What follows belongs to an exercise in optimizing a design on an open flow for small area, a short achievable clock period and few clock cycles; a production flow would make more cautious choices. Only simulation tests tie the RTL to the original design; equivalence was not proved. Power is estimated from default activity; no workload was simulated.

--- design/flow/config.mk ---
export PLATFORM = sky130hd
export DESIGN_NAME = scu
export DESIGN_NICKNAME = scu
export VERILOG_FILES = /design/flow/design.v
export SDC_FILE = /design/flow/constraint.sdc
export NUM_CORES = 8
export LEC_CHECK = 0
export CAP_MARGIN = 20
export CORE_MARGIN = 2
export CORE_UTILIZATION = 40
export CTS_BUF_LIST = sky130_fd_sc_hd__clkbuf_4 sky130_fd_sc_hd__clkbuf_8
export SETUP_SLACK_MARGIN = 5
export SLEW_MARGIN = 20
--- design/flow/run.sh ---
#!/bin/bash
# synth_recipe.tcl (not shown) runs the flow's synth.tcl, then flattens the netlist and writes it again
# the make line also repeats each setting of config.mk as NAME=value (left out here)
make -C /OpenROAD-flow-scripts/flow DESIGN_CONFIG=/design/flow/config.mk WORK_HOME=/design/flow/orfs CLKGATE_MAP_FILE= SYNTH_SCRIPT=/design/flow/synth_recipe.tcl finish
--- design/flow/design.v ---
module scu (
  input             clk,
  input             rst,         
  input             bus_valid,
  input             bus_write,
  input      [9:0]  bus_addr,    
  input      [31:0] bus_wdata,
  output            bus_ready,
  output reg [31:0] bus_rdata
);
  localparam [3:0] E_ILLEGAL  = 4'd1;
  localparam [3:0] E_RANGE    = 4'd2;
  localparam [3:0] E_INVSYM   = 4'd3;
  localparam [3:0] E_MALLEN   = 4'd4;
  localparam [3:0] E_KIND     = 4'd5;
  localparam [3:0] E_CSUM     = 4'd6;
  localparam [3:0] E_BADPARAM = 4'd7;
  localparam [5:0] OP_NOP    = 6'h00;
  localparam [5:0] OP_CLRERR = 6'h01;
  localparam [5:0] OP_CLRSYM = 6'h02;
  localparam [5:0] OP_EXT    = 6'h04;
  localparam [5:0] OP_INS    = 6'h05;
  localparam [5:0] OP_XCIPH  = 6'h08;
  localparam [5:0] OP_CSUM   = 6'h0C;
  localparam [5:0] OP_CSTORE = 6'h0D;
  localparam [5:0] OP_CVER   = 6'h0E;
  localparam [5:0] OP_VKIND  = 6'h0F;
  localparam [5:0] OP_LUTF   = 6'h10;
  localparam [5:0] OP_LUTR   = 6'h11;
  localparam [5:0] OP_FMT    = 6'h12;
  localparam [5:0] OP_PARSE  = 6'h13;
  function [5:0] cipher_entry(input r, input [5:0] idx);
    begin
      cipher_entry = 6'd0;
      if (!r) begin
        case (idx)
          6'd0: cipher_entry = 6'd21;
          6'd1: cipher_entry = 6'd35;
          6'd2: cipher_entry = 6'd46;
          6'd3: cipher_entry = 6'd4;
          6'd4: cipher_entry = 6'd13;
          6'd5: cipher_entry = 6'd63;
          6'd6: cipher_entry = 6'd26;
          6'd7: cipher_entry = 6'd16;
          6'd8: cipher_entry = 6'd58;
          6'd9: cipher_entry = 6'd47;
          6'd10: cipher_entry = 6'd30;
          6'd11: cipher_entry = 6'd32;
          6'd12: cipher_entry = 6'd15;
          6'd13: cipher_entry = 6'd62;
          6'd14: cipher_entry = 6'd54;
          6'd15: cipher_entry = 6'd55;
          6'd16: cipher_entry = 6'd9;
          6'd17: cipher_entry = 6'd41;
          6'd18: cipher_entry = 6'd59;
          6'd19: cipher_entry = 6'd49;
          6'd20: cipher_entry = 6'd2;
          6'd21: cipher_entry = 6'd22;
          6'd22: cipher_entry = 6'd61;
          6'd23: cipher_entry = 6'd56;
          6'd24: cipher_entry = 6'd40;
          6'd25: cipher_entry = 6'd19;
          6'd26: cipher_entry = 6'd52;
          6'd27: cipher_entry = 6'd50;
          6'd28: cipher_entry = 6'd1;
          6'd29: cipher_entry = 6'd11;
          6'd30: cipher_entry = 6'd10;
          6'd31: cipher_entry = 6'd53;
          6'd32: cipher_entry = 6'd14;
          6'd33: cipher_entry = 6'd27;
          6'd34: cipher_entry = 6'd18;
          6'd35: cipher_entry = 6'd44;
          6'd36: cipher_entry = 6'd33;
          6'd37: cipher_entry = 6'd45;
          6'd38: cipher_entry = 6'd37;
          6'd39: cipher_entry = 6'd48;
          6'd40: cipher_entry = 6'd25;
          6'd41: cipher_entry = 6'd42;
          6'd42: cipher_entry = 6'd6;
          6'd43: cipher_entry = 6'd57;
          6'd44: cipher_entry = 6'd60;
          6'd45: cipher_entry = 6'd23;
          6'd46: cipher_entry = 6'd51;
          6'd47: cipher_entry = 6'd0;
          default: cipher_entry = 6'd0;
        endcase
      end else begin
        case (idx)
          6'd0: cipher_entry = 6'd11;
          6'd1: cipher_entry = 6'd48;
          6'd2: cipher_entry = 6'd21;
          6'd3: cipher_entry = 6'd58;
          6'd4: cipher_entry = 6'd31;
          6'd5: cipher_entry = 6'd4;
          6'd6: cipher_entry = 6'd41;
          6'd7: cipher_entry = 6'd14;
          6'd8: cipher_entry = 6'd51;
          6'd9: cipher_entry = 6'd24;
          6'd10: cipher_entry = 6'd61;
          6'd11: cipher_entry = 6'd34;
          6'd12: cipher_entry = 6'd7;
          6'd13: cipher_entry = 6'd44;
          6'd14: cipher_entry = 6'd17;
          6'd15: cipher_entry = 6'd54;
          6'd16: cipher_entry = 6'd27;
          6'd17: cipher_entry = 6'd0;
          6'd18: cipher_entry = 6'd37;
          6'd19: cipher_entry = 6'd10;
          6'd20: cipher_entry = 6'd47;
          6'd21: cipher_entry = 6'd20;
          6'd22: cipher_entry = 6'd57;
          6'd23: cipher_entry = 6'd30;
          6'd24: cipher_entry = 6'd3;
          6'd25: cipher_entry = 6'd40;
          6'd26: cipher_entry = 6'd13;
          6'd27: cipher_entry = 6'd50;
          6'd28: cipher_entry = 6'd23;
          6'd29: cipher_entry = 6'd60;
          6'd30: cipher_entry = 6'd33;
          6'd31: cipher_entry = 6'd6;
          6'd32: cipher_entry = 6'd43;
          6'd33: cipher_entry = 6'd16;
          6'd34: cipher_entry = 6'd53;
          6'd35: cipher_entry = 6'd26;
          6'd36: cipher_entry = 6'd63;
          6'd37: cipher_entry = 6'd36;
          6'd38: cipher_entry = 6'd9;
          6'd39: cipher_entry = 6'd46;
          6'd40: cipher_entry = 6'd19;
          6'd41: cipher_entry = 6'd56;
          6'd42: cipher_entry = 6'd29;
          6'd43: cipher_entry = 6'd2;
          6'd44: cipher_entry = 6'd39;
          6'd45: cipher_entry = 6'd12;
          6'd46: cipher_entry = 6'd49;
          6'd47: cipher_entry = 6'd22;
          default: cipher_entry = 6'd0;
        endcase
      end
    end
  endfunction
  function [20:0] alpha_entry(input r, input [5:0] v);
    begin
      alpha_entry = 21'd0;
      if (!r) begin
        case (v)
          6'd0: alpha_entry = 21'h0042;
          6'd1: alpha_entry = 21'h0044;
          6'd2: alpha_entry = 21'h0046;
          6'd3: alpha_entry = 21'h0047;
          6'd4: alpha_entry = 21'h0048;
          6'd5: alpha_entry = 21'h004A;
          6'd6: alpha_entry = 21'h004C;
          6'd7: alpha_entry = 21'h004D;
          6'd8: alpha_entry = 21'h2660;
          6'd9: alpha_entry = 21'h2665;
          6'd10: alpha_entry = 21'h2666;
          6'd11: alpha_entry = 21'h2663;
          6'd12: alpha_entry = 21'h0023;
          6'd13: alpha_entry = 21'h004E;
          6'd14: alpha_entry = 21'h0051;
          6'd15: alpha_entry = 21'h0052;
          6'd16: alpha_entry = 21'h0053;
          6'd17: alpha_entry = 21'h0054;
          6'd18: alpha_entry = 21'h0057;
          6'd19: alpha_entry = 21'h0059;
          6'd20: alpha_entry = 21'h0021;
          6'd21: alpha_entry = 21'h25CF;
          6'd22: alpha_entry = 21'h25B2;
          6'd23: alpha_entry = 21'h25A0;
          6'd24: alpha_entry = 21'h002B;
          6'd25: alpha_entry = 21'h002D;
          6'd26: alpha_entry = 21'h0062;
          6'd27: alpha_entry = 21'h0064;
          6'd28: alpha_entry = 21'h0066;
          6'd29: alpha_entry = 21'h0067;
          6'd30: alpha_entry = 21'h0068;
          6'd31: alpha_entry = 21'h006A;
          6'd32: alpha_entry = 21'h006D;
          6'd33: alpha_entry = 21'h0024;
          6'd34: alpha_entry = 21'h002A;
          6'd35: alpha_entry = 21'h002F;
          6'd36: alpha_entry = 21'h003A;
          6'd37: alpha_entry = 21'h007E;
          6'd38: alpha_entry = 21'h006E;
          6'd39: alpha_entry = 21'h0071;
          6'd40: alpha_entry = 21'h0072;
          6'd41: alpha_entry = 21'h0073;
          6'd42: alpha_entry = 21'h0074;
          6'd43: alpha_entry = 21'h0077;
          6'd44: alpha_entry = 21'h0079;
          6'd45: alpha_entry = 21'h003F;
          6'd46: alpha_entry = 21'h0025;
          6'd47: alpha_entry = 21'h0026;
          6'd48: alpha_entry = 21'h0028;
          6'd49: alpha_entry = 21'h003D;
          6'd50: alpha_entry = 21'h0029;
          6'd51: alpha_entry = 21'h0032;
          6'd52: alpha_entry = 21'h0033;
          6'd53: alpha_entry = 21'h0034;
          6'd54: alpha_entry = 21'h0035;
          6'd55: alpha_entry = 21'h0036;
          6'd56: alpha_entry = 21'h0037;
          6'd57: alpha_entry = 21'h0038;
          6'd58: alpha_entry = 21'h0039;
          6'd59: alpha_entry = 21'h2191;
          6'd60: alpha_entry = 21'h2193;
          6'd61: alpha_entry = 21'h2190;
          6'd62: alpha_entry = 21'h2192;
          6'd63: alpha_entry = 21'h0040;
          default: alpha_entry = 21'd0;
        endcase
      end else begin
        case (v)
          6'd0: alpha_entry = 21'h3041;
          6'd1: alpha_entry = 21'h3042;
          6'd2: alpha_entry = 21'h3043;
          6'd3: alpha_entry = 21'h3044;
          6'd4: alpha_entry = 21'h3045;
          6'd5: alpha_entry = 21'h3046;
          6'd6: alpha_entry = 21'h3047;
          6'd7: alpha_entry = 21'h3048;
          6'd8: alpha_entry = 21'h3049;
          6'd9: alpha_entry = 21'h304A;
          6'd10: alpha_entry = 21'h304B;
          6'd11: alpha_entry = 21'h304C;
          6'd12: alpha_entry = 21'h304D;
          6'd13: alpha_entry = 21'h304E;
          6'd14: alpha_entry = 21'h304F;
          6'd15: alpha_entry = 21'h3050;
          6'd16: alpha_entry = 21'h3051;
          6'd17: alpha_entry = 21'h3052;
          6'd18: alpha_entry = 21'h3053;
          6'd19: alpha_entry = 21'h3054;
          6'd20: alpha_entry = 21'h3055;
          6'd21: alpha_entry = 21'h3056;
          6'd22: alpha_entry = 21'h3057;
          6'd23: alpha_entry = 21'h3058;
          6'd24: alpha_entry = 21'h3059;
          6'd25: alpha_entry = 21'h305A;
          6'd26: alpha_entry = 21'h305B;
          6'd27: alpha_entry = 21'h305C;
          6'd28: alpha_entry = 21'h305D;
          6'd29: alpha_entry = 21'h305E;
          6'd30: alpha_entry = 21'h305F;
          6'd31: alpha_entry = 21'h3060;
          6'd32: alpha_entry = 21'h3061;
          6'd33: alpha_entry = 21'h3062;
          6'd34: alpha_entry = 21'h3063;
          6'd35: alpha_entry = 21'h3064;
          6'd36: alpha_entry = 21'h3065;
          6'd37: alpha_entry = 21'h3066;
          6'd38: alpha_entry = 21'h3067;
          6'd39: alpha_entry = 21'h3068;
          6'd40: alpha_entry = 21'h3069;
          6'd41: alpha_entry = 21'h306A;
          6'd42: alpha_entry = 21'h306B;
          6'd43: alpha_entry = 21'h306C;
          6'd44: alpha_entry = 21'h306D;
          6'd45: alpha_entry = 21'h306E;
          6'd46: alpha_entry = 21'h306F;
          6'd47: alpha_entry = 21'h3070;
          6'd48: alpha_entry = 21'h3071;
          6'd49: alpha_entry = 21'h3072;
          6'd50: alpha_entry = 21'h3073;
          6'd51: alpha_entry = 21'h3074;
          6'd52: alpha_entry = 21'h3075;
          6'd53: alpha_entry = 21'h3076;
          6'd54: alpha_entry = 21'h3077;
          6'd55: alpha_entry = 21'h3078;
          6'd56: alpha_entry = 21'h3079;
          6'd57: alpha_entry = 21'h307A;
          6'd58: alpha_entry = 21'h307B;
          6'd59: alpha_entry = 21'h307C;
          6'd60: alpha_entry = 21'h307D;
          6'd61: alpha_entry = 21'h307E;
          6'd62: alpha_entry = 21'h307F;
          6'd63: alpha_entry = 21'h3080;
          default: alpha_entry = 21'd0;
        endcase
      end
    end
  endfunction
  reg  [5:0]  sym [0:19];
  reg  [20:0] txt [0:31];
  reg  [4:0]  len;
  reg         region;
  reg  [31:0] val;
  reg  [7:0]  sum;
  reg  [2:0]  err;
  reg  [5:0]  tlen;
  reg  [9:0]  ra;
  reg  [31:0] s_txt;
  reg  [19:0] s_sym;
  reg  [6:1]  s_reg;
  reg         fbusy;
  reg  [4:0]  fidx;
  reg  [2:0]  fgrp;
  reg  [4:0]  fpos;
  reg  [5:0]  pp;
  reg  [5:0]  pcnt;
  reg         pbad;
  reg         ppend;       
  reg  [5:0]  pbuf [0:19];
  reg         lbusy;       
  reg         lbusy2;      
  reg         lq_w, lq_p;
  reg  [4:0]  lq_j;
  reg         lq_hit, lq_space;
  reg  [5:0]  lq_sym;
  reg  [7:0]  csum_q;
  reg         spend;
  wire [7:0]  sum_eff = spend ? csum_q : sum;
  wire [4:0] last_idx = len - 5'd1;
  wire       busy = ppend | lbusy | lbusy2;
  reg  ok_r, ok_w;
  wire a_hit = (bus_addr == ra) & ok_r;
  assign bus_ready = bus_write ? ok_w : a_hit;
  always @(*) bus_rdata = rmux;
  wire acc    = bus_valid & bus_ready;
  wire acc_wr = acc & bus_write;
  wire acc_rd = acc & ~bus_write;
  wire a_txt = (bus_addr[9:5] == 5'b00100);
  wire a_sym = (bus_addr[9:6] == 4'b0001) && (bus_addr[5:0] < 6'd20);
  reg [119:0] stream;
  integer si;
  always @(*) begin
    for (si = 0; si < 120; si = si + 1)
      stream[si] = sym[si / 6][5 - (si % 6)];
  end
  wire [5:0] c_op  = bus_wdata[5:0];
  wire [6:0] c_off = bus_wdata[12:6];
  wire [5:0] c_wid = bus_wdata[18:13];
  wire [2:0] c_k   = bus_wdata[21:19];
  wire       c_rsv = |bus_wdata[31:22];
  reg c_assigned, c_fmt_n, c_fmt_f, c_fmt_k;
  always @(*) begin
    c_assigned = 1'b0; c_fmt_n = 1'b0; c_fmt_f = 1'b0; c_fmt_k = 1'b0;
    case (c_op)
      OP_NOP, OP_CLRERR, OP_CLRSYM, OP_XCIPH, OP_CSUM, OP_CSTORE,
      OP_LUTF, OP_LUTR, OP_FMT, OP_PARSE: begin c_assigned = 1'b1; c_fmt_n = 1'b1; end
      OP_EXT, OP_INS:                     begin c_assigned = 1'b1; c_fmt_f = 1'b1; end
      OP_CVER, OP_VKIND:                  begin c_assigned = 1'b1; c_fmt_k = 1'b1; end
      default: ;
    endcase
  end
  reg c_fields_ok;
  always @(*) begin
    c_fields_ok = 1'b1;
    if (c_fmt_n && (c_off != 7'd0 || c_wid != 6'd0 || c_k != 3'd0)) c_fields_ok = 1'b0;
    if (c_fmt_f && (c_k != 3'd0 || c_wid > 6'd32))                   c_fields_ok = 1'b0;
    if (c_fmt_k && (c_off != 7'd0 || c_wid != 6'd0))                 c_fields_ok = 1'b0;
    if (c_op == OP_CVER  && (c_k == 3'd0 || c_k > 3'd4))             c_fields_ok = 1'b0;
    if (c_op == OP_VKIND && c_k > 3'd3)                              c_fields_ok = 1'b0;
  end
  reg  [6:0] f_nlim;      
  wire [8:0] f_sum   = {2'b00, c_off} + {3'b000, c_wid} + {2'b00, f_nlim};
  wire       f_range_bad = |f_sum[8:7];
  wire [159:0] e0 = {40'd0, stream};
  wire [94:0]  e6 = c_off[6] ? e0[64 +: 95] : e0[0 +: 95];
  wire [62:0]  e5 = c_off[5] ? e6[32 +: 63] : e6[0 +: 63];
  wire [46:0]  e4 = c_off[4] ? e5[16 +: 47] : e5[0 +: 47];
  wire [38:0]  e3 = c_off[3] ? e4[8 +: 39]  : e4[0 +: 39];
  wire [34:0]  e2 = c_off[2] ? e3[4 +: 35]  : e3[0 +: 35];
  wire [32:0]  e1 = c_off[1] ? e2[2 +: 33]  : e2[0 +: 33];
  wire [31:0]  ex = c_off[0] ? e1[1 +: 32]  : e1[0 +: 32];
  reg  [31:0]  wmask;
  integer wk;
  always @(*) for (wk = 0; wk < 32; wk = wk + 1) wmask[wk] = (c_wid > wk);
  wire [31:0]  ext_value = ex & wmask;
  wire [32:0]  i0 = c_off[0] ? {val, 1'b0} : {1'b0, val};
  wire [34:0]  i1 = c_off[1] ? {i0, 2'b0}  : {2'b0, i0};
  wire [38:0]  i2 = c_off[2] ? {i1, 4'b0}  : {4'b0, i1};
  wire [46:0]  i3 = c_off[3] ? {i2, 8'b0}  : {8'b0, i2};
  wire [62:0]  i4 = c_off[4] ? {i3, 16'b0} : {16'b0, i3};
  wire [94:0]  i5 = c_off[5] ? {i4, 32'b0} : {32'b0, i4};
  wire [158:0] i6 = c_off[6] ? {i5, 64'b0} : {64'b0, i5};
  wire [7:0]  f_end = {1'b0, c_off} + {2'b00, c_wid};
  reg  [15:0] oh_lt, oh_eq, eh_gt, eh_eq;
  reg  [7:0]  ol_le, el_gt;
  reg  [119:0] ins_m;
  integer mk, mp;
  always @(*) begin
    for (mk = 0; mk < 16; mk = mk + 1) begin
      oh_lt[mk] = (c_off[6:3] < mk);
      oh_eq[mk] = (c_off[6:3] == mk);
      eh_gt[mk] = (f_end[7:3] > mk);
      eh_eq[mk] = (f_end[7:3] == mk);
    end
    for (mk = 0; mk < 8; mk = mk + 1) begin
      ol_le[mk] = (c_off[2:0] <= mk);
      el_gt[mk] = (f_end[2:0] > mk);
    end
    for (mp = 0; mp < 120; mp = mp + 1)
      ins_m[mp] = (oh_lt[mp / 8] | (oh_eq[mp / 8] & ol_le[mp % 8])) &
                  (eh_gt[mp / 8] | (eh_eq[mp / 8] & el_gt[mp % 8]));
  end
  reg  [5:0] last_sym;
  integer li;
  always @(*) begin
    last_sym = 6'd0;
    for (li = 0; li < 20; li = li + 1) last_sym = last_sym | (sym[li] & {6{ll[li]}});
  end
  wire [3:0] cver_mask = (c_k == 3'd1) ? 4'b0001 :
                         (c_k == 3'd2) ? 4'b0011 :
                         (c_k == 3'd3) ? 4'b0111 : 4'b1111;
  wire cver_bad = |((sum_eff[3:0] ^ last_sym[3:0]) & cver_mask);
  wire [1:0] kind_d = {sym[0][1], sym[0][2]};
  reg  [19:0] lt;
  wire [19:0] ll = lt & ~{1'b0, lt[19:1]};
  wire [7:0] csum_all = ({2'b00, sym[0]} & {8{lt[1]}}) +
                    ({2'b00, sym[1]} & {8{lt[2]}}) +
                    ({2'b00, sym[2]} & {8{lt[3]}}) +
                    ({2'b00, sym[3]} & {8{lt[4]}}) +
                    ({2'b00, sym[4]} & {8{lt[5]}}) +
                    ({2'b00, sym[5]} & {8{lt[6]}}) +
                    ({2'b00, sym[6]} & {8{lt[7]}}) +
                    ({2'b00, sym[7]} & {8{lt[8]}}) +
                    ({2'b00, sym[8]} & {8{lt[9]}}) +
                    ({2'b00, sym[9]} & {8{lt[10]}}) +
                    ({2'b00, sym[10]} & {8{lt[11]}}) +
                    ({2'b00, sym[11]} & {8{lt[12]}}) +
                    ({2'b00, sym[12]} & {8{lt[13]}}) +
                    ({2'b00, sym[13]} & {8{lt[14]}}) +
                    ({2'b00, sym[14]} & {8{lt[15]}}) +
                    ({2'b00, sym[15]} & {8{lt[16]}}) +
                    ({2'b00, sym[16]} & {8{lt[17]}}) +
                    ({2'b00, sym[17]} & {8{lt[18]}}) +
                    ({2'b00, sym[18]} & {8{lt[19]}});
  wire [2:0] key = sym[0][5:3];
  reg  [5:0] xsym [0:19];
  integer xi;
  always @(*) begin
    for (xi = 0; xi < 20; xi = xi + 1)
      xsym[xi] = sym[xi] ^ cipher_entry(region, {1'b0, key, 2'b00} + xi[5:0]);
    xsym[0] = {key, xsym[0][2:0]};
  end
  function [9:0] next_of(input [9:0] a, input [5:0] tl);
    begin
      next_of = a;
      if (a == 10'd6) next_of = 10'd128;
      else if (a == 10'd4) next_of = 10'd1;
      else if (a[9:5] == 5'b00100)
        next_of = ({1'b0, a[4:0]} + 6'd1 == tl || a[4:0] == 5'd31) ? 10'd1 : a + 10'd1;
    end
  endfunction
  reg [31:0] rmux;
  integer mi;
  always @(*) begin
    rmux = {29'd0, err} & {32{s_reg[1]}};
    rmux = rmux | ({27'd0, len} & {32{s_reg[2]}});
    rmux = rmux | ({31'd0, region} & {32{s_reg[3]}});
    rmux = rmux | (val & {32{s_reg[4]}});
    rmux = rmux | ({24'd0, sum} & {32{s_reg[5]}});    
    rmux = rmux | ({26'd0, tlen} & {32{s_reg[6]}});
    for (mi = 0; mi < 20; mi = mi + 1)
      rmux = rmux | ({26'd0, sym[mi]} & {32{s_sym[mi]}});
    for (mi = 0; mi < 32; mi = mi + 1)
      rmux = rmux | ({11'd0, txt[mi]} & {32{s_txt[mi]}});
  end
  wire [5:0]  fwd_in  = fbusy ? sym[fidx] : val[5:0];
  wire [20:0] fwd_out = alpha_entry(region, fwd_in);
  wire        p_issue = ppend & ~lq_w & ~lq_p & ~pbad & (pp < tlen);
  wire [20:0] rev_in = lbusy ? val[20:0] : ppend ? rmux[20:0] : bus_wdata[20:0];
  wire        rev_hi_ok = lbusy ? (val[31:21] == 11'd0) : 1'b1;
  reg         rev_hit0;
  reg  [5:0]  rev_out;
  integer ri;
  always @(*) begin
    rev_hit0 = 1'b0;
    rev_out = 6'd0;
    for (ri = 0; ri < 64; ri = ri + 1) begin
      if (rev_in == alpha_entry(region, ri[5:0])) begin
        rev_hit0 = 1'b1;
        rev_out = ri[5:0];
      end
    end
  end
  wire rev_hit = rev_hit0 & rev_hi_ok;
  wire rev_space = (rev_in == 21'h20);
  wire a_cmd   = acc_wr & (bus_addr == 10'd0);
  wire c_legal = c_assigned & ~c_rsv;
  wire c_run   = a_cmd & c_legal & c_fields_ok &
                 ((err == 3'd0) | (c_op == OP_NOP) | (c_op == OP_CLRERR));
  wire c_illegal = a_cmd & (~c_legal | ~c_fields_ok);
  wire err0   = (err == 3'd0);
  wire c_base = a_cmd & ~c_rsv & err0;
  wire c_nz   = (c_off == 7'd0) & (c_wid == 6'd0);
  wire c_n    = c_nz & (c_k == 3'd0);
  wire c_f    = (c_k == 3'd0) & ~(c_wid[5] & (c_wid[4:0] != 5'd0));
  wire r_clrsym = c_base & (c_op == OP_CLRSYM) & c_n;
  wire r_ext    = c_base & (c_op == OP_EXT) & c_f;
  wire r_ins    = c_base & (c_op == OP_INS) & c_f;
  wire r_xciph  = c_base & (c_op == OP_XCIPH) & c_n;
  wire r_csum   = c_base & (c_op == OP_CSUM) & c_n;
  wire r_cstore = c_base & (c_op == OP_CSTORE) & c_n;
  wire r_lutf   = c_base & (c_op == OP_LUTF) & c_n;
  wire r_lutr   = c_base & (c_op == OP_LUTR) & c_n;
  wire r_fmt    = c_base & (c_op == OP_FMT) & c_n;
  wire r_parse  = c_base & (c_op == OP_PARSE) & c_n;
  wire q_step = (lq_w | lq_p) & (lq_j == pp[4:0]) & ~pp[5];
  reg  [5:0] pp1, pcnt1;
  reg        pbad1;
  always @(*) begin
    pp1 = pp; pcnt1 = pcnt; pbad1 = pbad;
    if (q_step) begin
      pbad1 = 1'b0;
      if (lq_space) pp1 = pp + 6'd1;
      else if (lq_hit) begin pp1 = pp + 6'd1; pcnt1 = pcnt + 6'd1; end
      else pbad1 = 1'b1;
    end
  end
  wire q_busy   = lq_w | lq_p;
  wire p_invsym = pbad & (pp < tlen);
  wire p_ready  = ~q_busy & (p_invsym | (pp == tlen));
  wire p_ok     = ~p_invsym & (pcnt == {1'b0, len});
  wire [4:0] tlen_fmt = len + ((len > 5'd15) ? 5'd3 : (len > 5'd10) ? 5'd2 :
                               (len > 5'd5) ? 5'd1 : 5'd0);
  wire w_txt    = acc_wr & a_txt;
  wire [4:0] w_txt_i = bus_addr[4:0];
  wire w_region = acc_wr & (bus_addr == 10'd3);
  wire c_fmt    = r_fmt;
  wire c_parse  = r_parse;
  wire p_restart = w_region | c_fmt | fbusy | (w_txt & ({1'b0, w_txt_i} < pp1)) |
                   (c_parse & ~q_busy & (pp > tlen)) | (ppend & ~q_busy & (pp > tlen));
  reg  [2:0]  err_nx;
  always @(*) begin
    err_nx = err;
    if (c_illegal) begin
      if (err == 3'd0) err_nx = E_ILLEGAL[2:0];
    end else if (c_run) begin
      case (c_op)
        OP_CLRERR: err_nx = 3'd0;
        OP_EXT, OP_INS: if (f_range_bad) err_nx = E_RANGE[2:0];
        OP_CVER:   if (cver_bad) err_nx = E_CSUM[2:0];
        OP_VKIND:  if (kind_d != c_k[1:0]) err_nx = E_KIND[2:0];
        OP_LUTF:   if (val > 32'd63) err_nx = E_INVSYM[2:0];
        OP_PARSE:  if (p_ready & p_invsym) err_nx = E_INVSYM[2:0];
                   else if (p_ready & ~p_ok) err_nx = E_MALLEN[2:0];
        default: ;
      endcase
    end
  end
  wire f_space = (fidx != 5'd0 && fgrp == 3'd5);
  wire [20:0] fmt_char = f_space ? 21'h20 : fwd_out;
  wire [9:0]  f_addr   = {5'b00100, fpos};
  wire [20:0] txt_wd = (fbusy ? fmt_char : bus_wdata[20:0]) & {21{~rst}};
  wire [4:0]  txt_wa = fbusy ? fpos : bus_addr[4:0];
  wire        txt_we = fbusy | (acc_wr & a_txt);
  integer j;
  always @(posedge clk) begin
    for (j = 0; j < 32; j = j + 1)
      if (rst | (txt_we & (txt_wa == j))) txt[j] <= txt_wd;
  end
  wire        w_tlen_ok = acc_wr & (bus_addr == 10'd6) & (bus_wdata <= 32'd32);
  wire [5:0]  tlen_n = c_fmt ? {1'b0, tlen_fmt} : w_tlen_ok ? bus_wdata[5:0] : tlen;
  wire        rd_miss = bus_valid & ~bus_write & (bus_addr != ra);
  reg  [9:0]  ra_n;
  always @(*) begin
    ra_n = ra;
    if (acc_rd) ra_n = next_of(ra, tlen);
    else if (a_cmd) ra_n = (c_op == OP_FMT) ? 10'd6 : (c_op == OP_EXT) ? 10'd4 : 10'd1;
    else if (acc_wr) ra_n = ra;
    else if (rd_miss) ra_n = bus_addr;
  end
  wire       ppend_n = ppend ? ~p_ready : (c_parse & ~p_ready);
  wire [5:0] pp_n    = p_restart ? 6'd0 : pp1;
  wire [9:0] msel_n  = ppend_n ? {5'b00100, pp_n[4:0]} : ra_n;
  wire       lbusy_n = r_lutr;
  wire       busy_n  = ppend_n | lbusy_n | lbusy;
  wire       fdone   = fbusy & ~f_space & (fidx == last_idx);
  wire       fbusy_n = c_fmt | (fbusy & ~fdone);
  wire [4:0] fpos_n  = c_fmt ? 5'd0 : fbusy ? fpos + 5'd1 : fpos;
  wire       ra_pend_n = fbusy_n & (ra_n[9:5] == 5'b00100) & (ra_n[4:0] >= fpos_n);
  always @(posedge clk) begin
    if (rst) begin
      s_txt <= 32'd0;
      s_sym <= 20'd0;
      s_reg <= 6'b000001;
    end else begin
      for (mi = 0; mi < 32; mi = mi + 1) s_txt[mi] <= (msel_n == 10'd128 + mi);
      for (mi = 0; mi < 20; mi = mi + 1) s_sym[mi] <= (msel_n == 10'd64 + mi);
      for (mi = 1; mi < 7; mi = mi + 1)  s_reg[mi] <= (msel_n == mi);
    end
    csum_q   <= csum_all;
    lq_j     <= ppend ? pp[4:0] : w_txt_i;
    lq_hit   <= rev_hit;
    lq_space <= rev_space;
    lq_sym   <= rev_out;
  end
  integer i;
  always @(posedge clk) begin
    if (rst) begin
      for (i = 0; i < 20; i = i + 1) sym[i] <= 6'd0;
      len    <= 5'd20;
      lt     <= 20'hFFFFF;
      f_nlim <= ~7'd120;
      region <= 1'b0;
      val    <= 32'd0;
      sum    <= 8'd0;
      err    <= 3'd0;
      tlen   <= 6'd0;
      ra     <= 10'd1;
      fbusy  <= 1'b0;
      fidx   <= 5'd0;
      fgrp   <= 3'd0;
      fpos   <= 5'd0;
      pp     <= 6'd0;
      pcnt   <= 6'd0;
      pbad   <= 1'b0;
      ppend  <= 1'b0;
      lbusy  <= 1'b0;
      lbusy2 <= 1'b0;
      ok_r   <= 1'b1;
      ok_w   <= 1'b1;
      lq_w   <= 1'b0;
      lq_p   <= 1'b0;
      spend  <= 1'b0;
    end else begin
      if (acc_wr) begin
        if (bus_addr == 10'd2) begin
          if (bus_wdata >= 32'd1 && bus_wdata <= 32'd20) begin
            len <= bus_wdata[4:0];
            for (i = 0; i < 20; i = i + 1) lt[i] <= (i < bus_wdata[4:0]);
            f_nlim <= ~({2'b00, bus_wdata[4:0]} * 7'd6);
          end
          else if (err == 3'd0) err <= E_BADPARAM[2:0];
        end else if (bus_addr == 10'd3) begin
          region <= bus_wdata[0];
        end else if (bus_addr == 10'd4) begin
          val <= bus_wdata;
        end else if (bus_addr == 10'd6) begin
          if (bus_wdata <= 32'd32) tlen <= bus_wdata[5:0];
          else if (err == 3'd0) err <= E_BADPARAM[2:0];
        end else if (a_sym) begin
          if (bus_wdata <= 32'd63) sym[bus_addr[4:0]] <= bus_wdata[5:0];
          else if (err == 3'd0) err <= E_INVSYM[2:0];
        end
      end
      if (a_cmd) err <= err_nx;
      if (r_clrsym) for (i = 0; i < 20; i = i + 1) sym[i] <= 6'd0;
      if (r_ext & ~f_range_bad) val <= ext_value;
      if (r_ins & ~f_range_bad)
        for (i = 0; i < 120; i = i + 1)
          if (ins_m[i]) sym[i / 6][5 - (i % 6)] <= i6[i];
      if (r_xciph)
        for (i = 0; i < 20; i = i + 1)
          if (lt[i]) sym[i] <= xsym[i];
      if (r_csum) spend <= 1'b1;
      if (r_cstore) for (i = 0; i < 20; i = i + 1) if (ll[i]) sym[i][3:0] <= sum_eff[3:0];
      if (r_lutf & (val <= 32'd63)) val <= {11'd0, fwd_out};
      if (r_lutr) lbusy <= 1'b1;
      if (r_fmt) begin
        tlen  <= {1'b0, tlen_fmt};
        fbusy <= 1'b1;
        fidx  <= 5'd0;
        fgrp  <= 3'd0;
        fpos  <= 5'd0;
      end
      if (r_parse) begin
        if (p_ready) begin
          if (p_ok) for (i = 0; i < 20; i = i + 1) if (lt[i]) sym[i] <= pbuf[i];
        end else begin
          ppend <= 1'b1;
        end
      end
      lbusy2 <= lbusy;
      if (lbusy) lbusy <= 1'b0;
      if (lbusy2) begin
        if (!lq_hit) err <= E_INVSYM[2:0];
        else val <= {26'd0, lq_sym};
      end
      if (ppend && p_ready) begin
        ppend <= 1'b0;
        if (p_invsym) err <= E_INVSYM[2:0];
        else if (!p_ok) err <= E_MALLEN[2:0];
        else for (i = 0; i < 20; i = i + 1) if (lt[i]) sym[i] <= pbuf[i];
      end
      if (fbusy) begin
        if (f_space) begin
          fgrp <= 3'd0;
        end else begin
          fgrp <= fgrp + 3'd1;
          fidx <= fidx + 5'd1;
          if (fidx == last_idx) fbusy <= 1'b0;
        end
        fpos <= fpos + 5'd1;
      end
      lq_w     <= w_txt & ~fbusy;
      lq_p     <= p_issue;
      if (p_restart) begin
        pp   <= 6'd0;
        pcnt <= 6'd0;
        pbad <= 1'b0;
      end else begin
        pp   <= pp1;
        pcnt <= pcnt1;
        pbad <= pbad1;
      end
      if (q_step && !lq_space && lq_hit && pcnt < 6'd20) pbuf[pcnt[4:0]] <= lq_sym;
      if (spend) begin
        sum   <= csum_q;
        spend <= 1'b0;
      end
      ra   <= ra_n;
      ok_r <= ~busy_n & ~ra_pend_n;
      ok_w <= ~busy_n & ~fbusy_n;
    end
  end
endmodule
--- design/flow/constraint.sdc ---
create_clock -name core_clock -period 10.0 [get_ports {clk}]
set_input_delay 2.0000 -clock core_clock [delete_from_list [all_inputs] [get_ports {clk}]]
set_output_delay 2.0000 -clock core_clock [all_outputs]
set_load 0.01 [all_outputs]
==> impl_results.md, run 1 <==
- Register area share after synthesis: 0.4624
- Bufs on Longest Clock Path: 3
- Post-DP Area: 78670 µm²
- Clock Latency Late Sink: roughly 1100 ps
- PwrDens: 155.0 nW/µm²
- Met3 Wirelength: 71770 µm
- Hpwl dp: around 350000 µm
- Kind of capture point of the worst setup path: primary output
- Largest reg by FF count: txt
- Sw Share: 0.3249
- Post-Route Utilization: 0.4932
- Worst setup margin: 4458 ps
- First-pass GRT wire length: ~650000 µm
- Num ports: 79
- Simple-gate share of the synthesized area: 0.1548
- Post-Route WL: about 500000 µm
- Largest net degree at the start of global routing: 67
- Internal: 9.328 mW
- Initial antenna violation count: 81
- Multiplexer share of the synthesized area: 0.07538
- # rows: 156
- Die width: 430.4 µm
- Worst path cell trace: buf_8 -> buf_12 -> xnor2_2 -> nand4_1 -> or4_4 -> o21ai_4 -> buf_6
- Maximum VDD drop: 0.0002801 V
- Chip Height: 430.4 µm
- Gr ovfl total: 0
- Compound-Gate Fraction of Synth Area: 0.1946
- # setup viols final: 0
- Worst hold path type: reg -> reg
- Num CTS Buffers: 202
- Wire per inst: 47.95 µm
- Final net count: 8095
- Pre-antenna DRT Iters: 13
- Worst-path fanout max: 2
- FF+latch count, synth: 1188
- Met2 wire length: around 200000 µm
- Max reg flops: around 670
- Met1 wire length: 163900 µm
- DR DRC count: 0
- DR iter-0 viols: 14560
- Via/cell ratio: 7.301
- Clock share of power: 0.351
- CP Launch Type: primary input
- Status: no timing/DRC/antenna violations
- Initial Util: 0.4024
- # hold bufs at CTS: 0
- Post-synth top flop: edfxtp_1
- Slew HR: 0.06345
- CORE AREA: 180700 µm²
- Gr usage total: 0.5248
- Clk slew on worst S/H paths: 60 ps
- TNS Setup: 0 ps
- Yosys cell types: between 100 and 150
- WS Path Type: in -> out
- Crit path time final: 5542 ps
- Flop pwr share: 0.418
- Antenna viol nets, final: 0
- Share of cells above drive strength 1: 0.2192
- Slowest cell on the critical path: or4_4
- RSZ-0062 raised after global routing: yes
- Largest family of logic cells by synthesized area: compound AO/OA/AOI/OAI gates
- Switching pwr: 4.490 mW
- Syn_area_per_cell: 10.03 µm²
- DR vias: ~76000
- Post-synthesis adder-cell area fraction: 0.05116
- Req. time, crit path: 8000 ps
- Worst-Margin Slew: 1405 ps
- P_leak: 32.57 nW
- Port Buffers: between 70 and 80
- Post-Layout Inst Area: 89150 µm²
- Root Buffer: clkbuf_8
- Largest stage delay on the critical path: 640 ps
- Slew Limit Fails: 0
- Worst hold slack: roughly 490 ps
- Number of global-route vias before repair: 68370
- Top Metal Used: met5
- Period utilisation layout: 0.5542
- Crit path DAT: 3540 ps
- Xor/xnor share of the synthesized area: 0.02505
- Cell area after synthesis: 72730 µm²
- H-Tree Depth: 4
- Dpl ws: 1734 ps
- Hold Vio Cnt, Final: 0
- P&R area growth vs syn: 22.57%
- Achievable clock frequency: 180.5 MHz
- Logic gate share of total power: 0.231
- Async set-reset flop share out of synthesis: 0
- Clk_skew: approximately 100 ps
- Clock sinks: roughly 1200
- Syn Inst Count: 7250
- EDFF count, synth: 984
- Gpl congestion: ~1.1
- Max-cap violations: 0
- Yosys warnings: 3
- Die area: 185300 µm²
- CTS tree: yes
[Yosys cell counts, types with 86 or more instances]
master	number	area, µm²
mux4_2	102	2297
buf_1	88	330.3
xor2_1	86	753.2
nor3_1	159	795.8
nand4_1	91	569.3
a211oi_1	97	728.2
and2_1	110	688.2
nand2_1	902	3386
fa_1	104	2082
mux2i_1	253	2532
xnor2_1	122	1069
nor2_1	598	2245
o22ai_1	101	631.9
nand3_1	199	996.0
a21oi_1	349	1747
o21ai_0	429	2147
inv_1	162	608.1
edfxtp_1	984	29550
ha_1	131	1639
dfxtp_1	204	4084
clkbuf_1	409	1535
a22oi_1	364	2733
[kinds of logic after synthesis]
group,count (synthesis)
other cells,1
xor+xnor,208
simple gates,2428
compound gates,2078
buf+inv,699
mux,413
fa+ha+maj,235
flops,1188
[stage by stage]
| stage | std cells | total power [mW] |
|---|---|---|
| 2_1_floorplan | 7321 | 7.234 |
| 3_3_place_gp | 9685 | 8.358 |
| 3_5_place_dp | 9687 | 8.379 |
| 4_1_cts | 10240 | 13.44 |
| 5_1_grt | 10370 | 14.05 |
| 6_report | 10430 | 13.82 |
[layer usage]
layer,up-vias,global-route usage
li1,28830,-
met1,37540,0.5869
met2,7348,0.7369
met3,2394,0.2413
met4,26,0.4892
met5,-,0.007026
[power groups by stage]
stage                     logic [mW]  registers, mW  clock network, mW
after floorplan                 1.38           5.85                  0
after global placement          2.49           5.87                  0
after detailed placement        2.50           5.88                  0
after CTS                       2.83           5.77               4.83
after global routing            3.22           5.79               5.03
final                           3.19           5.78               4.85
[worst max-delay path, delay by kind of cell]
kind	cells	cell delay, ps
AND/OR/NAND/NOR	2	820
buffers and inverters	3	350
XOR/XNOR	1	160
AO/OA/AOI/OAI	1	200
[worst paths after layout]
kind	startpoint	end	slack, ps	cells after the start
min reg2reg	csum_q[7]$_DFF_P_	sum[7]$_SDFFE_PP0P_	490	2
min	csum_q[7]$_DFF_P_	sum[7]$_SDFFE_PP0P_	490	2
max	bus_addr[4]	bus_ready	4460	7
max reg2reg	sym[16][3]$_DFFE_PP_	csum_q[7]$_DFF_P_	4680	17
[layout make-up]
cell class	instances	area (µm²)
fillers	16670	91590
multi-input cells	5436	39420
flip-flops and latches	1188	33680
repair buffers	806	7825
clock buffers	282	3462
well taps	2370	2965
clock inverters	92	932.1
inverters	180	684.4
diodes	73	182.7
[cell usage in the layout, fill, tap and decap left out, types with 182 or more instances in the layout]
cell | synthesis | layout
clkbuf_8 | 0 | 215
nand2_1 | 902 | 879
mux2i_1 | 253 | 249
buf_4 | 1 | 546
o21ai_0 | 429 | 369
dfxtp_1 | 204 | 182
edfxtp_1 | 984 | 984
nor2_1 | 598 | 560
a21oi_1 | 349 | 327
a22oi_1 | 364 | 345
[timing repair]
| item | in CTS | in global routing |
|---|---|---|
| buffers inserted | 174 | 102 |
| cloned | 6 | 9 |
| setup endpoints to repair | 783 | 693 |
| pin swaps | 105 | 61 |
| gates resized for setup | 581 | 263 |
Testbench counts, summed over its fixed seeds: cycles 10,500.
==> run 2, diff against run 1 <==
--- a/design/flow/design.v
+++ b/design/flow/design.v
@@ -314,4 +314,27 @@
   wire [4:0] last_idx = len - 5'd1;
   wire       busy = ppend | lbusy | lbusy2;
+  function [8:0] ks_add9(input [8:0] a, input [8:0] b);
+    reg [8:0] g, p, g1, p1, g2, p2, g3, p3, g4;
+    integer k;
+    begin
+      g = a & b;
+      p = a ^ b;
+      for (k = 0; k < 9; k = k + 1) begin
+        g1[k] = (k >= 1) ? g[k] | (p[k] & g[k-1]) : g[k];
+        p1[k] = (k >= 1) ? p[k] & p[k-1] : p[k];
+      end
+      for (k = 0; k < 9; k = k + 1) begin
+        g2[k] = (k >= 2) ? g1[k] | (p1[k] & g1[k-2]) : g1[k];
+        p2[k] = (k >= 2) ? p1[k] & p1[k-2] : p1[k];
+      end
+      for (k = 0; k < 9; k = k + 1) begin
+        g3[k] = (k >= 4) ? g2[k] | (p2[k] & g2[k-4]) : g2[k];
+        p3[k] = (k >= 4) ? p2[k] & p2[k-4] : p2[k];
+      end
+      for (k = 0; k < 9; k = k + 1)
+        g4[k] = (k >= 8) ? g3[k] | (p3[k] & g3[k-8]) : g3[k];
+      ks_add9 = p ^ {g4[7:0], 1'b0};
+    end
+  endfunction
   reg  ok_r, ok_w;
   wire a_hit = (bus_addr == ra) & ok_r;
@@ -319,6 +342,6 @@
   always @(*) bus_rdata = rmux;
   wire acc    = bus_valid & bus_ready;
-  wire acc_wr = acc & bus_write;
-  wire acc_rd = acc & ~bus_write;
+  wire acc_wr = bus_valid & bus_write & ok_w;
+  wire acc_rd = bus_valid & ~bus_write & a_hit;
   wire a_txt = (bus_addr[9:5] == 5'b00100);
   wire a_sym = (bus_addr[9:6] == 4'b0001) && (bus_addr[5:0] < 6'd20);
@@ -355,5 +378,8 @@
   end
   reg  [6:0] f_nlim;      
-  wire [8:0] f_sum   = {2'b00, c_off} + {3'b000, c_wid} + {2'b00, f_nlim};
+  wire [8:0] f_a = {2'b00, c_off}, f_b = {3'b000, c_wid}, f_c = {2'b00, f_nlim};
+  wire [8:0] f_s = f_a ^ f_b ^ f_c;
+  wire [8:0] f_k = (f_a & f_b) | (f_a & f_c) | (f_b & f_c);
+  wire [8:0] f_sum   = ks_add9(f_s, {f_k[7:0], 1'b0});
   wire       f_range_bad = |f_sum[8:7];
   wire [159:0] e0 = {40'd0, stream};
@@ -376,5 +402,6 @@
   wire [94:0]  i5 = c_off[5] ? {i4, 32'b0} : {32'b0, i4};
   wire [158:0] i6 = c_off[6] ? {i5, 64'b0} : {64'b0, i5};
-  wire [7:0]  f_end = {1'b0, c_off} + {2'b00, c_wid};
+  wire [8:0]  f_end9 = ks_add9({2'b00, c_off}, {3'b000, c_wid});
+  wire [7:0]  f_end = f_end9[7:0];
   reg  [15:0] oh_lt, oh_eq, eh_gt, eh_eq;
   reg  [7:0]  ol_le, el_gt;
@@ -589,13 +616,45 @@
     lq_sym   <= rev_out;
   end
+  wire        sw_bus  = acc_wr & a_sym & (bus_wdata[31:6] == 26'd0);
+  wire        sw_ins  = r_ins & ~f_range_bad;
+  wire        sw_par  = p_ready & p_ok & (r_parse | ppend);
+  wire        sw_zero = r_clrsym | rst;
+  reg  [5:0]  sym_d  [0:19];
+  reg  [5:0]  sym_we [0:19];
+  integer     wi, wb;
+  always @(*) begin
+    for (wi = 0; wi < 20; wi = wi + 1)
+      for (wb = 0; wb < 6; wb = wb + 1) begin
+        sym_d[wi][wb] =
+          ((sw_bus & (bus_addr[4:0] == wi)) & bus_wdata[wb]) |
+          ((sw_ins & ins_m[6 * wi + 5 - wb]) & i6[6 * wi + 5 - wb]) |
+          ((r_xciph & lt[wi]) & xsym[wi][wb]) |
+          ((r_cstore & ll[wi] & (wb < 4)) & sum_eff[wb % 4]) |
+          ((sw_par & lt[wi]) & pbuf[wi][wb]);
+        sym_we[wi][wb] = sw_zero | (sw_bus & (bus_addr[4:0] == wi)) |
+          (sw_ins & ins_m[6 * wi + 5 - wb]) | (r_xciph & lt[wi]) |
+          (r_cstore & ll[wi] & (wb < 4)) | (sw_par & lt[wi]);
+      end
+  end
+  always @(posedge clk) begin
+    for (wi = 0; wi < 20; wi = wi + 1)
+      for (wb = 0; wb < 6; wb = wb + 1)
+        if (sym_we[wi][wb]) sym[wi][wb] <= sym_d[wi][wb] & ~sw_zero;
+  end
+  wire        vw_bus = acc_wr & (bus_addr == 10'd4);
+  wire        vw_ext = r_ext & ~f_range_bad;
+  wire        vw_lf  = r_lutf & (val[31:6] == 26'd0);
+  wire        vw_lr  = lbusy2 & lq_hit;
+  wire [31:0] val_d  = ({32{vw_bus}} & bus_wdata) | ({32{vw_ext}} & ext_value) |
+                       ({32{vw_lf}} & {11'd0, fwd_out}) | ({32{vw_lr}} & {26'd0, lq_sym});
+  always @(posedge clk)
+    if (rst | vw_bus | vw_ext | vw_lf | vw_lr) val <= val_d & {32{~rst}};
   integer i;
   always @(posedge clk) begin
     if (rst) begin
-      for (i = 0; i < 20; i = i + 1) sym[i] <= 6'd0;
       len    <= 5'd20;
       lt     <= 20'hFFFFF;
       f_nlim <= ~7'd120;
       region <= 1'b0;
-      val    <= 32'd0;
       sum    <= 8'd0;
       err    <= 3'd0;
@@ -629,25 +688,13 @@
           region <= bus_wdata[0];
         end else if (bus_addr == 10'd4) begin
-          val <= bus_wdata;
         end else if (bus_addr == 10'd6) begin
           if (bus_wdata <= 32'd32) tlen <= bus_wdata[5:0];
           else if (err == 3'd0) err <= E_BADPARAM[2:0];
         end else if (a_sym) begin
-          if (bus_wdata <= 32'd63) sym[bus_addr[4:0]] <= bus_wdata[5:0];
-          else if (err == 3'd0) err <= E_INVSYM[2:0];
+          if (!(bus_wdata <= 32'd63) && err == 3'd0) err <= E_INVSYM[2:0];
         end
       end
       if (a_cmd) err <= err_nx;
-      if (r_clrsym) for (i = 0; i < 20; i = i + 1) sym[i] <= 6'd0;
-      if (r_ext & ~f_range_bad) val <= ext_value;
-      if (r_ins & ~f_range_bad)
-        for (i = 0; i < 120; i = i + 1)
-          if (ins_m[i]) sym[i / 6][5 - (i % 6)] <= i6[i];
-      if (r_xciph)
-        for (i = 0; i < 20; i = i + 1)
-          if (lt[i]) sym[i] <= xsym[i];
       if (r_csum) spend <= 1'b1;
-      if (r_cstore) for (i = 0; i < 20; i = i + 1) if (ll[i]) sym[i][3:0] <= sum_eff[3:0];
-      if (r_lutf & (val <= 32'd63)) val <= {11'd0, fwd_out};
       if (r_lutr) lbusy <= 1'b1;
       if (r_fmt) begin
@@ -659,9 +706,5 @@
       end
       if (r_parse) begin
-        if (p_ready) begin
-          if (p_ok) for (i = 0; i < 20; i = i + 1) if (lt[i]) sym[i] <= pbuf[i];
-        end else begin
-          ppend <= 1'b1;
-        end
+        if (!p_ready) ppend <= 1'b1;
       end
       lbusy2 <= lbusy;
@@ -669,5 +712,5 @@
       if (lbusy2) begin
         if (!lq_hit) err <= E_INVSYM[2:0];
-        else val <= {26'd0, lq_sym};
+        else ;
       end
       if (ppend && p_ready) begin
@@ -675,5 +718,4 @@
         if (p_invsym) err <= E_INVSYM[2:0];
         else if (!p_ok) err <= E_MALLEN[2:0];
-        else for (i = 0; i < 20; i = i + 1) if (lt[i]) sym[i] <= pbuf[i];
       end
       if (fbusy) begin
--- a/design/flow/config.mk
+++ b/design/flow/config.mk
@@ -12,2 +12,3 @@
 export SETUP_SLACK_MARGIN = 5
 export SLEW_MARGIN = 20
+export TNS_END_PERCENT = 30
==> impl_results.md, run 2 <==
- Status: no timing/DRC/antenna violations
- Slew Limit Fails: 0 (unchanged)
- Pre-antenna DRT Iters: 13 (unchanged)
- Register area share after synthesis: 0.4639 (+0.001533)
- Reg area: 31820 µm² (-5.5%)
- Post-synth top flop: edfxtp_1
- Post-Route WL: 447600 µm (-10%)
- Async set-reset flop share out of synthesis: 0 (unchanged)
- Num ports: 79 (unchanged)
- P&R area growth vs syn: 19.20%
- Largest family of logic cells by synthesized area: compound AO/OA/AOI/OAI gates
- Most common cell after layout, fill and taps aside: edfxtp_1
- H-Tree Depth: 4 (unchanged)
- PwrDens: 158.0 nW/µm² (+1.9%)
- EDFF count, synth: 944 (-4.1%)
- Achievable clock frequency: 189.8 MHz (+5.2%)
- Yosys cell types: 124 (+19%)
- Hpwl dp: 298900 µm (-14%)
- Initial antenna violation count: 78 (-3.7%)
- Crit path DAT: 3270 ps (-270 ps)
- Synth top area cells: edfxtp_1, dfxtp_1, nand2_1
- Yosys top cell by area: edfxtp_1
- Wire per inst: 46.47 µm (-3.1%)
- Worst-Margin Slew: 1416 ps (+10.72 ps)
- Most frequent cells after synthesis: edfxtp_1, nand2_1, nor2_1
- CORE AREA: 169800 µm² (-6.0%)
- TNS Setup: 0 ps (unchanged)
- R2r startpoint: sym[3][4]$_DFFE_PP_
- Max-cap violations: 0 (unchanged)
- Crit path time final: 5270 ps (-271.7 ps)
- Period utilisation layout: 0.5270 (-0.02718)
- Die area: 174600 µm² (-5.7%)
- Slew HR: 0.05631 (-0.007147)
- DR iter-0 viols: 13960 (-4.1%)
- Pwr Total: 12.90 mW (-6.6%)
- RSZ-0062 raised after global routing: yes
- Req. time, crit path: 8000 ps (about the same)
- Gr ovfl total: 0 (unchanged)
- Max reg flops: 672 (unchanged)
- Post-synthesis adder-cell area fraction: 0.05522 (+0.004056)
- Largest reg by FF count: txt
- Reg2Reg Setup Slack: 4840 ps (+160 ps)
- Critical Path End: bus_rdata[16]
- Port Buffers: 78 (unchanged)
- # setup viols final: 0 (unchanged)
- DR DRC count: 0 (unchanged)
- Most common cell in the synthesized netlist: edfxtp_1
- Post-route insts no fill: 9634 (-7.6%)
- RR Endpoint: csum_q[7]$_DFF_P_
- Most frequent cells in the layout: edfxtp_1, nand2_1, nor2_1
- Num CTS Buffers: 196 (-3.0%)
- Final net count: 7470 (-7.7%)
- Share of cells above drive strength 1: 0.1929 (-0.02624)
- Simple-gate share of the synthesized area: 0.1618 (+0.007010)
- WS Path Type: reg -> out
- P_leak: 29.22 nW (-10%)
- Worst hold path type: reg -> reg
- Clk slew on worst S/H paths: 60 ps (about the same)
- CP Launch Type: register
- R2R cell count: 13 (-4)
- Clock sinks: 1116 (-6.1%)
- Cell area after synthesis: 68520 µm² (-5.8%)
- Syn Inst Count: 6835 (-5.7%)
- Initial Util: 0.4034 (+0.001023)
- Via/cell ratio: 7.393 (+1.3%)
- Multiplexer share of the synthesized area: 0.04610 (-0.02928)
- Compound-Gate Fraction of Synth Area: 0.2052 (+0.01059)
- FF+latch count, synth: 1116 (-6.1%)
- Kind of capture point of the worst setup path: primary output
- Yosys warnings: 6 (+3)
- Gr usage total: 0.4973 (-0.02752)
- Hold Vio Cnt, Final: 0 (unchanged)
- First-pass GRT wire length: 584900 µm (-9.7%)
- # rows: 151 (-3.2%)
- Die width: 417.9 µm (-2.9%)
- CTS tree: yes
- Critical path launch point: s_txt[0]$_SDFF_PP0_
- Bufs on Longest Clock Path: 3 (unchanged)
- Syn_area_per_cell: 10.03 µm² (about the same)
- Clock Latency Late Sink: 1100 ps (+50 ps)
- Gpl congestion: 1.174 (+4.0%)
- Chip Height: 417.9 µm (-2.9%)
- Root Buffer: clkbuf_8
- Fill cells: 15930 (-4.4%)
- DR vias: 71230 (-6.4%)
- Maximum VDD drop: 0.0002891 V (+3.2%)
- Clk_skew: 113.1 ps (+12.92 ps)
- Synth top area share: 0.4137 (+0.007432)
- Number of global-route vias before repair: 63880 (-6.6%)
- Worst-path fanout max: 21 (+19)
- Post-Place Cells: 8969 (-7.4%)
- Antenna viol nets, final: 0 (unchanged)
- Area of the multi-input gates: 35770 µm² (-9.3%)
- Xor/xnor share of the synthesized area: 0.02617 (+0.001119)
- Largest net degree at the start of global routing: 99 (+48%)
==> run 2: changes by cell type after synthesis, moves of 30 or more <==
cell      previous run  this run
nand2_1            902       821
dfxtp_1            204       172
a222oi_1            16        95
buf_2               20        85
a22oi_1            364       394
nand2b_1            46        80
o21ai_0            429       336
clkbuf_1           409       341
mux4_2             102        29
nor2_1             598       523
edfxtp_1           984       944
mux2i_1            253       211
nor3_1             159        91
==> run 2: what timing repair did <==
item,4_1_cts,5_1_grt
hold buffers,0,0
gates cloned,3,7
resized for setup,317,266
pin swaps,42,51
endpoints found under the setup margin,825,756
buffers inserted,125,98
==> run 2: where the power goes <==
| part | switching [mW] | internal, mW | leakage [nW] |
|---|---|---|---|
| Sequential | 0.106 | 5.32 | 10.7 |
| Clock | 2.17 | 2.33 | 2.15 |
| Combinational | 1.95 | 1.03 | 16.4 |
| Total | 4.22 | 8.68 | 29.2 |
==> run 2: per-layer routing <==
metal,up-vias,GRT usage,part of all wire,wire (µm)
met4,30,0.4254,0.11,49950
met3,2238,0.2524,0.16,69620
li1,26960,-,-,-
met5,-,0.03779,0.0022,970
met2,6949,0.6860,0.40,178200
met1,35050,0.5629,0.33,148900
==> run 2: cells by family after synthesis <==
logic type | after synthesis
flops | 1116
compound gates | 2011
fa+ha+maj | 240
mux | 275
buf+inv | 698
xor+xnor | 203
simple gates | 2292
==> run 2: how the worst min path moves through the flow <==
| stage | cells past startpoint | to | slack (ps) | from |
|---|---|---|---|---|
| 3_5_place_dp | 1 | lq_p$_SDFF_PP0_ | 460 | pbad$_SDFFE_PP0P_ |
| 3_3_place_gp | 2 | sum[7]$_SDFFE_PP0P_ | 450 | csum_q[7]$_DFF_P_ |
| 4_1_cts | 1 | lq_p$_SDFF_PP0_ | 470 | pbad$_SDFFE_PP0P_ |
| 2_1_floorplan | 1 | lq_p$_SDFF_PP0_ | 420 | pbad$_SDFFE_PP0P_ |
| 6_report | 1 | lq_p$_SDFF_PP0_ | 470 | pbad$_SDFFE_PP0P_ |
| 5_1_grt | 1 | lq_p$_SDFF_PP0_ | 500 | pbad$_SDFFE_PP0P_ |
==> run 2: worst max-delay path, cell delays in order (launching register included) <==
cell	delay [ps]
dfxtp_1	300
buf_4	320
a22oi_1	250
nand4_1	170
nor4_4	510
nand2_1	180
clkdlybuf4s50_1	520
==> run 2: final cells by class <==
type                    instances  area share
repair buffers                661     0.07757
multi-input cells            5025      0.4379
clock inverters                78    0.007889
inverters                     184    0.008808
well taps                    2218     0.03398
flip-flops and latches       1116      0.3896
diodes                         72    0.002206
clock buffers                 280     0.04205
==> run 2: through the flow <==
stage | utilization | setup WS [ps] | instance area (µm²) | hold WS [ps]
CTS | 0.4683 | 4739 | 79550 | 472.2
finish | 0.4809 | 4730 | 81680 | 469.8
floorplan | - | 4744 | 68790 | 420.2
global route | 0.4801 | 4693 | 81550 | 501.5
global placement | 0.4301 | 2693 | 73050 | 451.0
detailed placement | 0.4306 | 2665 | 73140 | 455.7
Testbench counts of run 2, summed over its fixed seeds: cycles 10,500.
==> run 3, diff against run 2 <==
--- a/design/flow/design.v
+++ b/design/flow/design.v
@@ -395,11 +395,9 @@
   always @(*) for (wk = 0; wk < 32; wk = wk + 1) wmask[wk] = (c_wid > wk);
   wire [31:0]  ext_value = ex & wmask;
-  wire [32:0]  i0 = c_off[0] ? {val, 1'b0} : {1'b0, val};
-  wire [34:0]  i1 = c_off[1] ? {i0, 2'b0}  : {2'b0, i0};
-  wire [38:0]  i2 = c_off[2] ? {i1, 4'b0}  : {4'b0, i1};
-  wire [46:0]  i3 = c_off[3] ? {i2, 8'b0}  : {8'b0, i2};
-  wire [62:0]  i4 = c_off[4] ? {i3, 16'b0} : {16'b0, i3};
-  wire [94:0]  i5 = c_off[5] ? {i4, 32'b0} : {32'b0, i4};
-  wire [158:0] i6 = c_off[6] ? {i5, 64'b0} : {64'b0, i5};
+  wire [31:0]  ir0 = c_off[0] ? {val[30:0], val[31]}    : val;
+  wire [31:0]  ir1 = c_off[1] ? {ir0[29:0], ir0[31:30]} : ir0;
+  wire [31:0]  ir2 = c_off[2] ? {ir1[27:0], ir1[31:28]} : ir1;
+  wire [31:0]  ir3 = c_off[3] ? {ir2[23:0], ir2[31:24]} : ir2;
+  wire [31:0]  ir  = c_off[4] ? {ir3[15:0], ir3[31:16]} : ir3;
   wire [8:0]  f_end9 = ks_add9({2'b00, c_off}, {3'b000, c_wid});
   wire [7:0]  f_end = f_end9[7:0];
@@ -456,10 +454,10 @@
                     ({2'b00, sym[18]} & {8{lt[19]}});
   wire [2:0] key = sym[0][5:3];
-  reg  [5:0] xsym [0:19];
+  reg  [5:0] xks [0:19];
   integer xi;
   always @(*) begin
     for (xi = 0; xi < 20; xi = xi + 1)
-      xsym[xi] = sym[xi] ^ cipher_entry(region, {1'b0, key, 2'b00} + xi[5:0]);
-    xsym[0] = {key, xsym[0][2:0]};
+      xks[xi] = cipher_entry(region, {1'b0, key, 2'b00} + xi[5:0]);
+    xks[0][5:3] = 3'b000;
   end
   function [9:0] next_of(input [9:0] a, input [5:0] tl);
@@ -628,10 +626,10 @@
         sym_d[wi][wb] =
           ((sw_bus & (bus_addr[4:0] == wi)) & bus_wdata[wb]) |
-          ((sw_ins & ins_m[6 * wi + 5 - wb]) & i6[6 * wi + 5 - wb]) |
-          ((r_xciph & lt[wi]) & xsym[wi][wb]) |
+          ((sw_ins & ins_m[6 * wi + 5 - wb]) & ir[(6 * wi + 5 - wb) % 32]) |
+          ((r_xciph & lt[wi]) & ~sym[wi][wb]) |
           ((r_cstore & ll[wi] & (wb < 4)) & sum_eff[wb % 4]) |
           ((sw_par & lt[wi]) & pbuf[wi][wb]);
         sym_we[wi][wb] = sw_zero | (sw_bus & (bus_addr[4:0] == wi)) |
-          (sw_ins & ins_m[6 * wi + 5 - wb]) | (r_xciph & lt[wi]) |
+          (sw_ins & ins_m[6 * wi + 5 - wb]) | (r_xciph & lt[wi] & xks[wi][wb]) |
           (r_cstore & ll[wi] & (wb < 4)) | (sw_par & lt[wi]);
       end
==> impl_results.md, run 3 <==
- Pwr Total: 12.87 mW (-0.23%)
- Async set-reset flop share out of synthesis: 0 (unchanged)
- GR Layer Usage met3: 0.2030 (-0.04937)
- Share of cells above drive strength 1: 0.2019 (+0.008958)
- TNS Setup: 0 ps (unchanged)
- Clock Latency Late Sink: 1070 ps (-30 ps)
- Synth top area cells: edfxtp_1, dfxtp_1, nand2_1
- Num ports: 79 (unchanged)
- Gpl congestion: 1.163 (-0.91%)
- Num CTS Buffers: 192 (-2.0%)
- Die area: 170900 µm² (-2.2%)
- PwrDens: 159.5 nW/µm² (+1.0%)
- Gr usage total: 0.4958 (-0.001504)
- Crit path time final: 5241 ps (-29.03 ps)
- P_leak: 28.98 nW (-0.82%)
- Yosys cell types: 98 (-21%)
- Worst-Margin Slew: 1391 ps (-24.44 ps)
- # rows: 150 (-0.66%)
- Slew HR: 0.05425 (-0.002056)
- # setup viols final: 0 (unchanged)
- Maximum VDD drop: 0.0002121 V (-27%)
- Register area share after synthesis: 0.4743 (+0.01038)
- RR Endpoint: csum_q[6]$_DFF_P_
- R2r startpoint: sym[13][0]$_DFFE_PP_
- Chip Height: 413.3 µm (-1.1%)
- Clk slew on worst S/H paths: 70 ps (about the same)
- Crit path buf inv count: 2 (unchanged)
- Most frequent CP cell: fa_1
- EDFF count, synth: 944 (unchanged)
- Worst-path fanout max: 7 (-67%)
- Max-cap violations: 0 (unchanged)
- Grt peak-use layer: met2
- Most common cell after layout, fill and taps aside: edfxtp_1
- P&R area growth vs syn: 20.37%
- DR iter-0 viols: 13330 (-4.5%)
- R2R cell count: 14 (+1)
- H-Tree Depth: 4 (unchanged)
- Worst hold start: csum_q[7]$_DFF_P_
- Status: no timing/DRC/antenna violations
- WHS Path Cells: 2 (+1)
- Final net count: 7273 (-2.6%)
- WS Path Type: reg -> reg
- Hold Vio Cnt, Final: 0 (unchanged)
- DR DRC count: 0 (unchanged)
- Post-Place Cells: 8733 (-2.6%)
- Slowest cell on the critical path: edfxtp_1
- Reg area: 31850 µm² (about the same)
- Number of global-route vias before repair: 62290 (-2.5%)
- Die width: 413.3 µm (-1.1%)
- Slew Limit Fails: 0 (unchanged)
- Largest stage delay on the critical path: 770 ps (+250 ps)
- Bufs on Longest Clock Path: 3 (unchanged)
- Port Buffers: 78 (unchanged)
- Initial antenna violation count: 68 (-13%)
- Top Family by Delay on Critical Path: adder cells
- Post-route insts no fill: 9396 (-2.5%)
- Via/cell ratio: 7.403 (+0.12%)
- Pre-antenna DRT Iters: 11 (-2)
- Synth top area share: 0.4229 (+0.009259)
- Syn_area_per_cell: 10.11 µm² (+0.88%)
- Hold Crit Endpoint: sum[7]$_SDFFE_PP0P_
- Most common cell in the synthesized netlist: edfxtp_1
- Period utilisation layout: 0.5241 (-0.002903)
- Largest net degree at the start of global routing: 91 (-8.1%)
- Cell area after synthesis: 67020 µm² (-2.2%)
- Yosys warnings: 6 (unchanged)
- RSZ-0062 raised after global routing: yes
- Achievable clock frequency: 190.8 MHz (+0.55%)
- Initial Util: 0.4017 (-0.001733)
- Yosys top cell by area: edfxtp_1
- Req. time, crit path: 10950 ps (+2950 ps)
- Root Buffer: clkbuf_8
- Dpl ws: 2364 ps (-300.8 ps)
- CORE AREA: 166800 µm² (-1.8%)
- Worst hold slack: 452.8 ps (-17.06 ps)
- Kind of capture point of the worst setup path: register
- GRT met1 Usage: 0.5981 (+0.03519)
- Post-Route WL: 436700 µm (-2.4%)
- Met2 Resource Use GR: 0.6876 (+0.001546)
- Reg2Reg Setup Slack: 4760 ps (-80 ps)
- Max reg flops: 672 (unchanged)
- CTS tree: yes
- CP Launch Type: register
- Antenna viol nets, final: 0 (unchanged)
- Gr ovfl total: 0 (unchanged)
- Syn Inst Count: 6627 (-3.0%)
- Clk_skew: 75.93 ps (-37.21 ps)
- DR vias: 69550 (-2.3%)
- # hold bufs at CTS: 0 (unchanged)
- Area of the multi-input gates: 34620 µm² (-3.2%)
- Fill cells: 15550 (-2.4%)
- Hpwl dp: 290400 µm (-2.8%)
- Post-synth top flop: edfxtp_1
- Wire per inst: 46.48 µm (about the same)
- Worst setup margin: 4759 ps (+29.03 ps)
- Crit path DAT: 6190 ps (+2920 ps)
- Most frequent cells in the layout: edfxtp_1, nand2_1, nor2_1
- Most frequent cells after synthesis: edfxtp_1, nand2_1, nor2_1
- Clock sinks: 1116 (unchanged)
- First-pass GRT wire length: 568000 µm (-2.9%)
- FF+latch count, synth: 1116 (unchanged)
- Worst hold path type: reg -> reg
- Largest reg by FF count: txt
- Worst path cell trace: and2_1 -> fa_1 -> fa_1 -> fa_1 -> fa_1 -> fa_2 -> fa_2 -> ha_1 -> inv_1 -> fa_2 -> inv_1 -> a21o_1 -> a21oi_1 -> xnor2_1
-- run 3: cell types whose count changed in the layout (fill, tap and decap cells not counted), moves of 58 or more --
cell and change:
nand2_1 -139, a222oi_1 -77, a221oi_1 +103, a31oi_1 +85, a22oi_1 -58, xnor2_1 -75
-- run 3: metal layers --
| metal | up-vias | routed length, µm |
|---|---|---|
| met4 | 34 | 46840 |
| met1 | 34270 | 149800 |
| li1 | 26340 | - |
| met5 | - | 397 |
| met2 | 6841 | 174000 |
| met3 | 2073 | 65610 |
-- run 3: power breakdown --
part / switching (mW) / total (mW) / internal, mW
registers: 0.112 / 5.42 / 5.31
clock network: 2.17 / 4.48 / 2.31
logic: 1.96 / 2.97 / 1.01
-- run 3: how the worst max path moves through the flow --
stage / startpoint / endpoint / depth (start not counted)
after floorplan: sym[0][3]$_DFFE_PP_ / csum_q[7]$_DFF_P_ / 17
after global placement: bus_wdata[16] / sym[4][1]$_DFFE_PP_ / 12
final: sym[13][0]$_DFFE_PP_ / csum_q[6]$_DFF_P_ / 14
after CTS: sym[10][3]$_DFFE_PP_ / bus_rdata[3] / 6
after global routing: sym[11][2]$_DFFE_PP_ / csum_q[6]$_DFF_P_ / 18
after detailed placement: bus_wdata[16] / sym[12][3]$_DFFE_PP_ / 13
-- run 3: stage by stage --
stage | area, µm² | util
floorplan | 67740 | -
detailed placement | 72070 | 0.4319
CTS | 79010 | 0.4735
global route | 80570 | 0.4829
finish | 80680 | 0.4835
global placement | 71910 | 0.4310
-- run 3: area by class of cell --
cell class / count / area share
antenna: 50 / 0.001551
clock buffer: 267 / 0.04012
clock inverter: 81 / 0.009414
inverter: 174 / 0.008313
multi-input combinational: 4818 / 0.4291
sequential: 1116 / 0.3947
tap: 2204 / 0.03418
timing repair buffer: 686 / 0.08259
-- run 3: repair_timing --
| item | in CTS | in global routing |
|---|---|---|
| endpoints found under the setup margin | 1095 | 573 |
| setup buffers | 176 | 78 |
| gates cloned | 2 | 5 |
| pin swaps | 49 | 54 |
| gates resized for setup | 385 | 202 |
-- run 3: cells by family after synthesis --
family | after synthesis | share of synthesized area
muxes | 302 | 0.05464
DFF | 1116 | 0.4743
AOI/OAI and AO/OA | 1994 | 0.2071
buffers and inverters | 695 | 0.03952
xor gates and xnor gates | 89 | 0.01163
adders and majority gates | 239 | 0.05626
and+or+nand+nor | 2192 | 0.1565
-- run 3: worst register-to-register path, stage by stage, from the launching register on --
cell      delay, ps
edfxtp_1        770
and2_1          380
fa_1            440
fa_1            460
fa_1            490
fa_1            570
fa_2            470
fa_2            580
ha_1            160
inv_1            60
fa_2            340
inv_1            60
a21o_1          110
a21oi_1          70
xnor2_1         210
Testbench counts of run 3, summed over its fixed seeds: cycles 10,500.

-- separate check: timing with driven ports --
The results above use ideal ports. As a check the final layouts listed here were re-extracted and re-timed, cells and wires unchanged. Step 1: set_driving_cell puts a clkbuf_16 on clk and a buf_2 on each other input, an assumption about the parent block. Step 2 also shifts input and output timing later by t, the mid clock arrival at the registers, as if the neighbouring blocks saw the same clock. a / b / c = ideal ports / drivers / drivers and shift; a / b = the first two.
run | t, ns | slack for setup (ns)
run 1 | 1.099 | 4.458 / 4.420 / 3.534
run 2 | 1.133 | 4.730 / 4.641 / 3.739
run 3 | 1.129 | 4.759 / 4.660 / 3.679
After both steps every run listed still meets setup and hold.
